Context: an optimization exercise on an open-source flow, tuned for small area, a short achievable clock period and few clock cycles per item. The choices shown serve that exercise and are no tape-out recipe.
RTL that was checked went through simulation tests only; none was proved equivalent to the original.
No activity file was given, so power comes from the tool's default toggle rates.

==> inputs of willow <==
==> flow/design.v (excerpt) <==
module pib_top (
    input  wire        clk,
    input  wire        rst,           
    input  wire        host_valid,
    input  wire        host_write,
    input  wire [1:0]  host_size,     
    input  wire [17:0] host_addr,     
    input  wire [31:0] host_wdata,
    output wire        host_ready,
    output wire [31:0] host_rdata,
    output wire        host_err
);
export LEC_CHECK = 0
export CAP_MARGIN = 20
export CORE_MARGIN = 2
export CORE_UTILIZATION = 45
export PLACE_DENSITY = 0.6
export SETUP_SLACK_MARGIN = 4.5
export SLEW_MARGIN = 20
create_clock -name core_clock -period 12.0 [get_ports {clk}]
run.sh (not shown) runs the stock make flow with config.mk's settings and CLKGATE_MAP_FILE= SYNTH_SCRIPT=/design/flow/synth_recipe.tcl, a recipe that flattens the netlist after the stock synthesis.
==> amber (differences from willow) <==
--- a/flow/design.v
+++ b/flow/design.v
@@ -57,16 +57,12 @@
     reg [31:0] t_key  [0:LPM_CAPACITY-1];
     reg [5:0]  t_plen [0:LPM_CAPACITY-1];
     reg        t_deny [0:LPM_CAPACITY-1];
     reg        busy;
     reg [6:0]  e_p;                 
     reg [15:0] acc;                 
-    reg [6:0]  e_end;               
-    reg [6:0]  e_q, e_qn;           
-    reg [6:0]  e_dend;              
-    reg        r_ck_bad, r_echo_bad;    
     function [31:0] mask32(input [5:0] n);
         integer b;
         begin
             for (b = 0; b < 32; b = b + 1)
                 mask32[b] = (n >= 6'd32 - b);
         end
@@ -76,27 +72,16 @@
         begin
             cy  = (a & b) | (a & c) | (b & c);
             csa = {cy[14:0], cy[15], a ^ b ^ c};
         end
     endfunction
     function [15:0] eac(input [15:0] a, input [15:0] b);
-        reg [15:0] g, p, G, P;
-        integer k, d;
+        reg [16:0] t;
         begin
-            g = a & b;
-            p = a ^ b;
-            G = g;
-            P = p;
-            for (d = 1; d < 16; d = d * 2)
-                for (k = 15; k >= d; k = k - 1) begin
-                    G[k] = G[k] | (P[k] & G[k-d]);
-                    P[k] = P[k] & P[k-d];
-                end
-            eac[0] = p[0] ^ G[15];
-            for (k = 1; k < 16; k = k + 1)
-                eac[k] = p[k] ^ (G[k-1] | (P[k-1] & G[15]));
+            t   = {1'b0, a} + {1'b0, b};
+            eac = t[15:0] + {15'd0, t[16]};
         end
     endfunction
     function [15:0] swap16(input [15:0] x);
         swap16 = {x[7:0], x[15:8]};
     endfunction
     wire [1:0]  region = host_addr[17:16];
@@ -132,19 +117,15 @@
     wire        d_insert = (w[7:0] == 8'h11) && (w[15:14] == 2'd0) && (w[31:17] == 15'd0);
     wire        d_match  = (w[7:0] == 8'h12) && w_hi0;
     wire        d_cksum  = (w[7:0] == 8'h20) && (w[31:9] == 23'd0);
     wire        d_echo   = (w[7:0] == 8'h21) && w_hi0;
     wire [15:0] a_start  = r_arg1[15:0];
     wire [15:0] a_len    = r_arg1[31:16];
-    wire        ck_bad   = r_ck_bad;
-    wire        echo_bad = r_echo_bad;
-    wire [31:0] arg1_nx  = (reg_wr && roff == 8'h14) ? w : r_arg1;
-    wire [7:0]  arg1_sum = {1'b0, arg1_nx[6:0]} + {1'b0, arg1_nx[22:16]};
-    wire        ck_bad_nx = (arg1_nx[15:7] != 9'd0) || (arg1_nx[31:23] != 9'd0) ||
-                            (arg1_sum > 8'd64);
-    wire        echo_bad_nx = ck_bad_nx || (arg1_nx[22:16] > 7'd56);
+    wire [16:0] a_end    = {1'b0, a_start} + {1'b0, a_len};
+    wire        ck_bad   = (a_end > 17'd64);
+    wire        echo_bad = ck_bad || (a_len > 16'd56);
     wire        ins_bad  = (w[13:8] > 6'd32);
     wire go_multi = cmd_write && ((d_cksum && !ck_bad) || (d_echo && !echo_bad) ||
                                   d_match || (d_insert && !ins_bad));
     wire m_stream = r_cmd[5];                
     wire m_echo   = r_cmd[5] && r_cmd[0];
     wire m_rbuf   = r_cmd[8];                
@@ -255,25 +236,23 @@
             wire hit = (host_addr[5:2] == gi / 4) && h_be[gi % 4];
             assign f_we[gi] = h_fwr && hit;
         end
     endgenerate
     assign f_lanes = {h_lanes, h_lanes};
     wire [6:0] s7 = a_start[6:0];
+    wire [6:0] e7 = a_end[6:0];
     wire [6:0] bnd = (m_echo && m_byte) ? e_p + 7'd1 :
                      m_echo             ? {e_p[6:3] + 4'd1, 3'd0} :
                                           {e_p[6:4] + 3'd1, 4'd0};
-    wire       e_last = (bnd >= e_end);
-    wire       end_here = (e_end[6:4] == e_p[6:4]);    
+    wire       e_last = (bnd >= e7);
+    wire [6:0] hi_eff = e_last ? e7 : bnd;
+    wire [6:0] hrel   = hi_eff - {e_p[6:4], 4'd0};       
     wire [15:0] cmask;
     generate
         for (gi = 0; gi < 16; gi = gi + 1) begin : g_cmask
-            wire lt_bnd = !m_echo ? 1'b1 :
-                          m_byte  ? (gi == e_p[3:0]) :
-                                    (e_p[3] || gi < 8);
-            wire lt_end = !end_here || (gi < e_end[3:0]);
-            assign cmask[gi] = busy && m_stream && (gi >= e_p[3:0]) && lt_bnd && lt_end;
+            assign cmask[gi] = busy && m_stream && (gi >= e_p[3:0]) && (gi < hrel);
         end
     endgenerate
     wire        src_r = !m_echo && m_rbuf;
     wire [127:0] sch  = src_r ? rch : fch;
     wire [15:0] sw [0:7];
     generate
@@ -295,12 +274,14 @@
     wire [15:0] idsq      = eac(r_arg0[31:16], r_arg0[15:0]);
     wire [15:0] acc_echo0 = s_odd ? swap16(idsq) : idsq;
     wire [63:0]  fch8  = e_p[3] ? fch[127:64] : fch[63:0];
     wire [63:0]  cp8   = a_start[2] ? {fch8[31:0], fch8[63:32]} : fch8;
     wire [7:0]   cpb   = fword[31 - 8*e_p[1:0] -: 8];
     wire [63:0]  e_lanes = m_byte ? {8{cpb}} : cp8;
+    wire [6:0]   dlo = e_p - s7 + 7'd8;
+    wire [6:0]   dhi = hi_eff - s7 + 7'd8;
     wire         e_copy = busy && m_echo;
     wire         e_fin  = busy && m_echo && e_last;
     wire [63:0] r_lanes = busy ? e_lanes : {h_lanes, h_lanes};
     wire [63:0] e_hdr   = {r_arg0[7:0], r_arg0[15:8], r_arg0[23:16], r_arg0[31:24],
                            ck_fin[7:0], ck_fin[15:8], 16'd0};    
     generate
@@ -308,13 +289,13 @@
             wire hhit = (host_addr[5:2] == gi / 4) && h_be[gi % 4];
             wire ehit;
             if (gi < 8) begin : g_lo
                 assign ehit = e_fin;
                 assign r_wd[8*gi +: 8] = busy ? e_hdr[8*gi +: 8] : r_lanes[8*(gi%8) +: 8];
             end else begin : g_hi
-                assign ehit = e_copy && (gi >= e_q) && (gi < e_qn) && (gi < e_dend);
+                assign ehit = e_copy && (gi >= dlo) && (gi < dhi);
                 assign r_wd[8*gi +: 8] = r_lanes[8*(gi%8) +: 8];
             end
             assign r_we[gi] = (h_rwr && hhit) || ehit;
         end
     endgenerate
     pib_buf #(.SIZE(FRAME_BUF_SIZE)) u_rbuf (
@@ -463,17 +444,13 @@
             r_m_allow       <= 1'b0;
             r_m_hit         <= 1'b0;
             r_m_len         <= 6'd0;
             r_c_verdict     <= 2'd0;
             r_ck_result     <= 16'd0;
             r_r_len         <= 7'd0;
-            r_ck_bad        <= 1'b0;
-            r_echo_bad      <= 1'b0;
         end else begin
-            r_ck_bad   <= ck_bad_nx;
-            r_echo_bad <= echo_bad_nx;
             if (reg_wr) begin
                 case (roff)
                     8'h00: r_cmd <= w;
                     8'h08: r_errlog <= r_errlog & ~w[8:1];
                     8'h0C: r_frame_len <= w[15:0];
                     8'h10: r_arg0 <= w;
@@ -484,17 +461,13 @@
             if (fin) begin
                 r_status <= fin_code;
                 if (fin_code != C_OK) r_errlog[fin_code] <= 1'b1;
             end
             if (cmd_write) begin
                 if (go_multi) busy <= 1'b1;
-                e_p    <= s7;
-                e_end  <= s7 + a_len[6:0];
-                e_dend <= a_len[6:0] + 7'd8;
-                e_q    <= 7'd8;
-                e_qn   <= m_byte ? 7'd9 : (7'd16 - {4'd0, s7[2:0]});
+                e_p <= s7;
                 acc <= d_echo ? acc_echo0 : 16'd0;
                 if (d_clear) r_lpm_count <= 5'd0;
                 if (d_parse || d_class) begin
                     r_hdr_valid    <= p_hdr;
                     r_p_ver_ihl    <= p_load ? f_b0   : 8'd0;
                     r_p_total_len  <= p_load ? f_tlen : 16'd0;
@@ -515,19 +488,17 @@
                     r_m_len     <= p_ok ? mlen : 6'd0;
                     r_c_verdict <= p_ok ? 2'b01 : 2'b10;
                 end
             end
             if (busy) begin
                 if (m_stream) begin
-                    e_p  <= bnd;
-                    e_q  <= e_qn;
-                    e_qn <= e_qn + (m_byte ? 7'd1 : 7'd8);
-                    acc  <= sum_next;
+                    e_p <= bnd;
+                    acc <= sum_next;
                     if (e_last) begin
                         busy <= 1'b0;
-                        if (m_echo) r_r_len <= e_dend;
+                        if (m_echo) r_r_len <= a_len[6:0] + 7'd8;
                         else        r_ck_result <= ck_fin;
                     end
                 end else begin
                     busy <= 1'b0;
                     if (!m_ins) begin
                         r_m_addr  <= r_arg0;
==> flow/config.mk (replaced) <==
export PLATFORM = sky130hd
export DESIGN_NAME = pib_top
export DESIGN_NICKNAME = pib_top
export VERILOG_FILES = /design/flow/design.v
export SDC_FILE = /design/flow/constraint.sdc
export NUM_CORES = 8
export LEC_CHECK = 0
export CAP_MARGIN = 20
export CORE_MARGIN = 2
export CORE_UTILIZATION = 25
export PLACE_DENSITY = 0.45
export SLEW_MARGIN = 20
==> notes <==
Against willow, the first-iteration DRC count of amber is smaller by about 12%.
Against willow, the worst setup slack of amber is worse by 2.3 ns.
In amber the cell count is higher than in willow, by 18%.
Against amber, the wire length of willow is lower by 3.3%.
Against willow, the clock skew of amber is higher by 0.078 ns.
Of willow and amber, willow has the higher non-clock buffer count (gap 181).
In willow the sequential power is larger than in amber, by about 2%.
Between willow and amber, the lower synthesized area is in willow (gap 0.24%, measured against amber).
Against willow, the critical path depth of amber is higher by 29.
In amber the clock power is larger than in willow, by 4.0%.
Testbench counts of amber, summed over its fixed seeds: cycles 39,988, items 1,200.
Function not checked in willow: the RTL went through the layout flow alone.

## port drivers added, routing unchanged
In the flow no input, the clock included, has a driving cell. The finished layouts below were timed again as built, in two steps.
Step 1 (the two cells are an assumption about what drives the block):
set clk [get_ports {clk}]
set_driving_cell -lib_cell sky130_fd_sc_hd__clkbuf_16 $clk
set_driving_cell -lib_cell sky130_fd_sc_hd__buf_2 [delete_from_list [all_inputs] $clk]
Step 2 adds t to the input delays and takes it off the output delays; t is the mean of the earliest and latest rising clock arrival at the registers after step 1. Input paths then give back, and output paths get back, about the clock's delay inside the block.
a / b / c = ideal / step 1 / step 2; a / b = the first two.
run | shift t [ns] | setup slack, ns | worst register clock-pin slew, ns | worst data-port slew with drivers (ns)
willow | 1.022 | 2.893 / 2.887 / 1.865 | 0.07 / 0.07 | 0.51
amber | 1.059 | 0.546 / 0.546 / 0.469 | 0.08 / 0.08 | 0.17
After both steps setup and hold are still met in every run listed. For willow, which loses most, drivers alone change the setup slack by -0.006 ns; drivers and shift together by -1.028 ns.
